This is an optimization exercise on Yosys and OpenROAD, whose aim is small area, a short achievable clock period and few clock cycles, not a production implementation. Only simulation tests tie the RTL to the original design; equivalence was not proved. Power and IR drop assume default switching activity.

==> trial 93 <==
// owc
module owc #(
    parameter [7:0] FAMILY_A = 8'h10,
    parameter [7:0] FAMILY_B = 8'h28
) (
    input             clk,
    input             rst,         
    input             cmd_valid,
    input      [15:0] cmd,
    output reg        rsp_valid,
    output     [15:0] rsp,
    output            bus_req,
    output     [1:0]  bus_op,      
    output            bus_wbit,
    input             bus_ack,
    input             bus_rbit
);
    localparam [2:0] C_OK = 3'd0, C_BUSEMPTY = 3'd1, C_ADDRCRC = 3'd2,
                     C_UNSUPPORTED = 3'd3, C_SPADCRC = 3'd4, C_NOMORE = 3'd5,
                     C_NODATA = 3'd6, C_ILLEGAL = 3'd7;
    localparam [1:0] PH_IDLE = 2'd0, PH_SEARCHING = 2'd1, PH_EXHAUSTED = 2'd2;
    localparam [2:0] ST_RESET = 3'b000, ST_ID = 3'b001, ST_CMP = 3'b101,
                     ST_CMD = 3'b010, ST_DIR = 3'b110;
    localparam [2:0] AX_IDLE = 3'b000, AX_PEND_S = 3'b001, AX_PEND_D = 3'b010,
                     AX_DEC3 = 3'b101,
                     AX_RDB = 3'b110;
    reg  [7:0]  crc_r;
    reg         ck, fd;
    reg  [1:0]  phase;
    reg  [6:0]  lastd;
    reg  [63:0] rom;       
    reg         romz;      
    reg  [71:0] bufr;      
    reg         ng;        
    reg  [15:0] mag;       
    reg         dv;        
    wire [13:0] bcd_r;     
    reg         busy;
    reg  [2:0]  st;
    reg  [6:0]  k;
    reg  [6:0]  last_zero;
    reg  [63:0] work;
    reg         id_bit;
    reg  [7:0]  crc_w;     
    reg  [7:0]  cacc;      
    reg  [3:0]  cp;
    reg  [2:0]  rcode;
    reg  [7:0]  rdata;
    assign rsp      = {5'd0, rcode, rdata};
    assign bus_req  = busy;
    assign bus_op   = st[1:0];
    assign bus_wbit = st[2] ? work[63] : k[2];
    function [7:0] crc8_byte;
        input [7:0] c_in;
        input [7:0] b;
        reg   [7:0] c;
        integer n;
        begin
            c = c_in ^ b;
  ...
clock: 18.0 ns
lec_check: 0
abc_area: 1
cap_margin: 20
core_margin: 2
core_utilization: 60
cts_buf_list: sky130_fd_sc_hd__clkbuf_8
cts_cluster_diameter: 50
cts_cluster_size: 14
place_density: 0.75
slew_margin: 20
synth_hierarchical: 1
tns_end_percent: 10
standard.sh (not shown) runs the stock make flow with config.mk's settings and CLKGATE_MAP_FILE= SYNTH_SCRIPT=/design/flow/synth_recipe.tcl, a recipe that flattens the netlist after the stock synthesis.
==> flow/flow/run.sh <==
#!/bin/bash
set -euo pipefail
bash standard.sh \
    SETUP_SLACK_MARGIN=13 \
    "BUFFER_PORTS_ARGS=-buffer_cell sky130_fd_sc_hd__buf_2" \
    finish > flow_make.log 2>&1
==> inputs of trial 83, as changes to trial 93 <==
--- a/flow/design.v
+++ b/flow/design.v
@@ -83,12 +83,12 @@
         end
     endfunction
     wire [3:0] opc = cmd[15:12];
     wire [3:0] fa  = cmd[11:8];
     wire [7:0] fd8 = cmd[7:0];
-    wire a0, ad0;
-    owc_zero u_zero (.x(cmd[11:0]), .hi_zero(a0), .all_zero(ad0));
+    wire a0  = (fa == 4'd0);
+    wire ad0 = a0 && (fd8 == 8'd0);
     wire addr_mapped = (fd8[7:6] == 2'b00) && (fd8[3] == 1'b0 || (fd8[5:4] == 2'b10 && fd8[2:0] == 3'd0));
     wire idle = !busy && (st == AX_IDLE);
     wire take = cmd_valid && idle;
     wire op_nop  = (opc == 4'h0) && ad0;
     wire op_clr  = (opc == 4'h1) && ad0;
@@ -213,30 +213,40 @@
     wire dec_good  = (take ? fam_ok : 1'b1) && sp_ok;       
     wire c_defer   = c_next_go || c_chks_w || c_dec_w || c_rdb ||
                      (c_dec_now && fam_ok && sp_ok);
     wire rv_d = ev_abort || ev_done || ps_fire || (pd_fire && !sp_ok) || dec3 || rdb ||
                 (take && !c_defer);
+    wire o_upd  = (opc == 4'h2);
+    wire o_chka = (opc == 4'h3);
+    wire o_chks = (opc == 4'h4);
+    wire o_next = (opc == 4'h6);
+    wire o_dec  = (opc == 4'h7);
+    wire o_wrb  = (opc == 4'h8);
+    wire o_rd   = (opc == 4'h9);
+    wire [7:0] cmd_data =
+          ({8{o_upd}}                         & crcn)
+        | ({8{o_chka && fd}}                  & crc_w)
+        | ({8{o_chks || (o_dec && fam_ok)}}   & cacc)
+        | ({8{o_wrb || (o_dec && !fam_ok)}}   & fd8)
+        | ({8{o_rd}}                          & rd_data);
+    wire [2:0] cmd_code =
+          ({3{o_chka && !fd}}                 & C_NODATA)
+        | ({3{o_chka && fd && !crcn_ok}}      & C_ADDRCRC)
+        | ({3{o_chks && !sp_ok}}              & C_SPADCRC)
+        | ({3{o_next && exh}}                 & C_NOMORE)
+        | ({3{o_dec && !fam_ok}}              & C_UNSUPPORTED)
+        | ({3{o_dec && fam_ok && !sp_ok}}     & C_SPADCRC);
     wire [7:0] rdata_d =
           ({8{ev_done}}                       & work[7:0])
         | ({8{ps_fire || pd_fire}}            & cacc)
         | ({8{dec3}}                          & {4'd0, tlen})
         | ({8{rdb}}                           & buf_sel)
-        | ({8{idle && op_upd}}                & crcn)
-        | ({8{idle && op_chka && fd}}         & crc_w)
-        | ({8{idle && (op_chks || (op_dec && fam_ok))}} & cacc)
-        | ({8{idle && (op_wrb || (op_dec && !fam_ok))}} & fd8)
-        | ({8{idle && op_rd}}                 & rd_data);
+        | ({8{idle && legal}}                 & cmd_data);
     wire [2:0] rcode_d =
           ({3{ev_abort}}                                   & C_BUSEMPTY)
         | ({3{(ps_fire || pd_fire) && !sp_ok}}             & C_SPADCRC)
-        | ({3{idle && !legal}}                             & C_ILLEGAL)
-        | ({3{idle && op_chka && !fd}}                     & C_NODATA)
-        | ({3{idle && op_chka && fd && !crcn_ok}}          & C_ADDRCRC)
-        | ({3{idle && op_chks && !sp_ok}}                  & C_SPADCRC)
-        | ({3{idle && op_next && exh}}                     & C_NOMORE)
-        | ({3{idle && op_dec && !fam_ok}}                  & C_UNSUPPORTED)
-        | ({3{idle && op_dec && fam_ok && !sp_ok}}         & C_SPADCRC);
+        | ({3{idle}} & (legal ? cmd_code : C_ILLEGAL));
     always @(posedge clk) begin
         rdata     <= rdata_d;
         rcode     <= rcode_d;
         rsp_valid <= !rst && rv_d;
     end
@@ -409,13 +419,5 @@
             cacc <= crc8_byte(cacc, buf_sel);
             cp   <= {cp[3] | (&cp[2:0]), cp[2] ^ (&cp[1:0]), cp[1] ^ cp[0], !cp[0]};
         end
     end
 endmodule
-module owc_zero (
-    input  [11:0] x,
-    output        hi_zero,     
-    output        all_zero     
-);
-    assign hi_zero  = (x[11:8] == 4'd0);
-    assign all_zero = (x == 12'd0);
-endmodule
--- a/flow/config.mk
+++ b/flow/config.mk
@@ -6,13 +6,13 @@
 export NUM_CORES = 4
 export LEC_CHECK = 0
 export ABC_AREA = 1
 export CAP_MARGIN = 20
 export CORE_MARGIN = 2
-export CORE_UTILIZATION = 60
+export CORE_UTILIZATION = 65
 export CTS_BUF_LIST = sky130_fd_sc_hd__clkbuf_8
 export CTS_CLUSTER_DIAMETER = 50
 export CTS_CLUSTER_SIZE = 14
-export PLACE_DENSITY = 0.75
+export GPL_TIMING_DRIVEN = 1
+export PLACE_DENSITY = 0.8
 export SLEW_MARGIN = 20
-export SYNTH_HIERARCHICAL = 1
 export TNS_END_PERCENT = 10
==> inputs of build 36, as changes to trial 93 <==
--- a/flow/design.v
+++ b/flow/design.v
@@ -83,12 +83,12 @@
         end
     endfunction
     wire [3:0] opc = cmd[15:12];
     wire [3:0] fa  = cmd[11:8];
     wire [7:0] fd8 = cmd[7:0];
-    wire a0, ad0;
-    owc_zero u_zero (.x(cmd[11:0]), .hi_zero(a0), .all_zero(ad0));
+    wire a0  = (fa == 4'd0);
+    wire ad0 = a0 && (fd8 == 8'd0);
     wire addr_mapped = (fd8[7:6] == 2'b00) && (fd8[3] == 1'b0 || (fd8[5:4] == 2'b10 && fd8[2:0] == 3'd0));
     wire idle = !busy && (st == AX_IDLE);
     wire take = cmd_valid && idle;
     wire op_nop  = (opc == 4'h0) && ad0;
     wire op_clr  = (opc == 4'h1) && ad0;
@@ -156,18 +156,12 @@
             4'd7: tmask = 8'h7F;
             4'd8: tmask = 8'hFF;
             default: tmask = 8'h00;
         endcase
     end
-    reg  [31:0] rsel;
-    integer pj;
-    always @* begin
-        for (pj = 0; pj < 8; pj = pj + 1)
-            rsel[4*pj +: 4] = {!tmask[pj], tlen[2:0] - 3'd1 - pj[2:0]};
-    end
     wire [2:0] tj   = fd8[2:0];
-    wire [3:0] rp   = rsel[4*tj +: 4];
+    wire [3:0] rp   = tlen - 4'd1 - {1'b0, tj};
     wire [7:0] tch  = rp[3] ? 8'h00 : sym[rp[2:0]];
     wire [15:0] nraw = bufr[15:0];
     wire        nneg = nraw[15];
     reg  [15:0] nmag;
     integer i;
@@ -409,13 +403,5 @@
             cacc <= crc8_byte(cacc, buf_sel);
             cp   <= {cp[3] | (&cp[2:0]), cp[2] ^ (&cp[1:0]), cp[1] ^ cp[0], !cp[0]};
         end
     end
 endmodule
-module owc_zero (
-    input  [11:0] x,
-    output        hi_zero,     
-    output        all_zero     
-);
-    assign hi_zero  = (x[11:8] == 4'd0);
-    assign all_zero = (x == 12'd0);
-endmodule
--- a/flow/config.mk
+++ b/flow/config.mk
@@ -12,7 +12,6 @@
 export CTS_BUF_LIST = sky130_fd_sc_hd__clkbuf_8
 export CTS_CLUSTER_DIAMETER = 50
 export CTS_CLUSTER_SIZE = 14
 export PLACE_DENSITY = 0.75
 export SLEW_MARGIN = 20
-export SYNTH_HIERARCHICAL = 1
 export TNS_END_PERCENT = 10
==> inputs of trial 37, as changes to trial 93 <==
--- a/flow/design.v
+++ b/flow/design.v
@@ -83,12 +83,12 @@
         end
     endfunction
     wire [3:0] opc = cmd[15:12];
     wire [3:0] fa  = cmd[11:8];
     wire [7:0] fd8 = cmd[7:0];
-    wire a0, ad0;
-    owc_zero u_zero (.x(cmd[11:0]), .hi_zero(a0), .all_zero(ad0));
+    wire a0  = (fa == 4'd0);
+    wire ad0 = a0 && (fd8 == 8'd0);
     wire addr_mapped = (fd8[7:6] == 2'b00) && (fd8[3] == 1'b0 || (fd8[5:4] == 2'b10 && fd8[2:0] == 3'd0));
     wire idle = !busy && (st == AX_IDLE);
     wire take = cmd_valid && idle;
     wire op_nop  = (opc == 4'h0) && ad0;
     wire op_clr  = (opc == 4'h1) && ad0;
@@ -409,13 +409,5 @@
             cacc <= crc8_byte(cacc, buf_sel);
             cp   <= {cp[3] | (&cp[2:0]), cp[2] ^ (&cp[1:0]), cp[1] ^ cp[0], !cp[0]};
         end
     end
 endmodule
-module owc_zero (
-    input  [11:0] x,
-    output        hi_zero,     
-    output        all_zero     
-);
-    assign hi_zero  = (x[11:8] == 4'd0);
-    assign all_zero = (x == 12'd0);
-endmodule
==> flow/flow/run.sh (replaced) <==
#!/bin/bash
set -euo pipefail
bash standard.sh \
    SETUP_SLACK_MARGIN=12.5 \
    "BUFFER_PORTS_ARGS=-buffer_cell sky130_fd_sc_hd__buf_2" \
    finish > flow_make.log 2>&1
--- a/flow/config.mk
+++ b/flow/config.mk
@@ -6,13 +6,13 @@
 export NUM_CORES = 4
 export LEC_CHECK = 0
 export ABC_AREA = 1
 export CAP_MARGIN = 20
 export CORE_MARGIN = 2
-export CORE_UTILIZATION = 60
+export CORE_UTILIZATION = 65
 export CTS_BUF_LIST = sky130_fd_sc_hd__clkbuf_8
 export CTS_CLUSTER_DIAMETER = 50
 export CTS_CLUSTER_SIZE = 14
-export PLACE_DENSITY = 0.75
+export GPL_TIMING_DRIVEN = 1
+export PLACE_DENSITY = 0.8
 export SLEW_MARGIN = 20
-export SYNTH_HIERARCHICAL = 1
 export TNS_END_PERCENT = 10
==> qor summary <==
Critical path launch point: build 36 cmd[3]; trial 83 k[2]; trial 93 cmd[1]; trial 37 cmd[4]
Arrival time worst endpoint: build 36 5.66 ns; trial 83 1.55 ns; trial 93 5.67 ns; trial 37 6.09 ns
Die height: build 36 162 um; trial 83 156 um; trial 93 163 um; trial 37 156 um
Number of antenna violations at the first check in global routing: build 36 0; trial 83 1; trial 93 0; trial 37 3
Synthesized-area fraction occupied by ao, oa, aoi and oai cells: build 36 0.133; trial 83 0.132; trial 93 0.127; trial 37 0.136
Slew at the pin closest to its max-slew limit: build 36 1.05 ns; trial 83 0.946 ns; trial 93 1.04 ns; trial 37 1.03 ns
Count of standard-cell rows: build 36 57; trial 83 55; trial 93 58; trial 37 55
Data required time of the critical path: build 36 18.48 ns; trial 83 14.40 ns; trial 93 18.56 ns; trial 37 18.47 ns
Critical-path maximum fanout: build 36 7; trial 83 5; trial 93 4; trial 37 8
Met2 track utilization from global routing: build 36 0.507; trial 83 0.539; trial 93 0.491; trial 37 0.503
Outcome: build 36 timing/DRC/antenna clean; trial 83 timing/DRC/antenna clean; trial 93 timing/DRC/antenna clean; trial 37 timing/DRC/antenna clean
Category of the critical setup timing path: build 36 in2reg; trial 83 reg2out; trial 93 in2reg; trial 37 in2reg
Combinational logic power: build 36 332 uW; trial 83 289 uW; trial 93 420 uW; trial 37 278 uW
Number of warning messages in the yosys log: build 36 1; trial 83 1; trial 93 7; trial 37 1
Post-route design area: build 36 17300 um^2; trial 83 16700 um^2; trial 93 17400 um^2; trial 37 16300 um^2
Sequential cell area: build 36 8040 um^2; trial 83 8040 um^2; trial 93 8040 um^2; trial 37 8040 um^2
Testbench counts of trial 93, summed over its fixed seeds: cycles 38,903.
Testbench counts of trial 83, summed over its fixed seeds: cycles 38,903.
Testbench counts of build 36, summed over its fixed seeds: cycles 38,903.
Testbench counts of trial 37, summed over its fixed seeds: cycles 38,903.

[afterwards: timing with drivers on the ports]
In the flow no input, the clock included, has a driving cell. The finished layouts below were timed again as built, in two steps. Step 1 sets driving cells, clkbuf_16 on the clock port and buf_2 on the other inputs (assumed; they add their load-dependent delay and slew). Step 2 moves the port delays by t, midway between the first and last clock arrival at a register: inputs arrive t later, outputs are due t later. That takes back most of the time a late clock gives input paths. Slacks: ideal / step 1 / step 2; pairs: ideal / step 1.
run | t, ns | setup slack, ns | worst register clock-pin slew, ns | cell pins on the clock port's net
trial 93 | 0.649 | 12.882 / 12.838 / 12.190 | 0.10 / 0.10 | 1
trial 83 | 0.635 | 12.854 / 12.807 / 12.212 | 0.10 / 0.10 | 1
build 36 | 0.632 | 12.819 / 12.844 / 12.212 | 0.09 / 0.09 | 1
trial 37 | 0.631 | 12.382 / 12.403 / 11.772 | 0.10 / 0.10 | 1
After both steps setup and hold are still met in every run listed. For trial 93, which loses most, drivers alone change the setup slack by -0.044 ns; drivers and shift together by -0.692 ns.
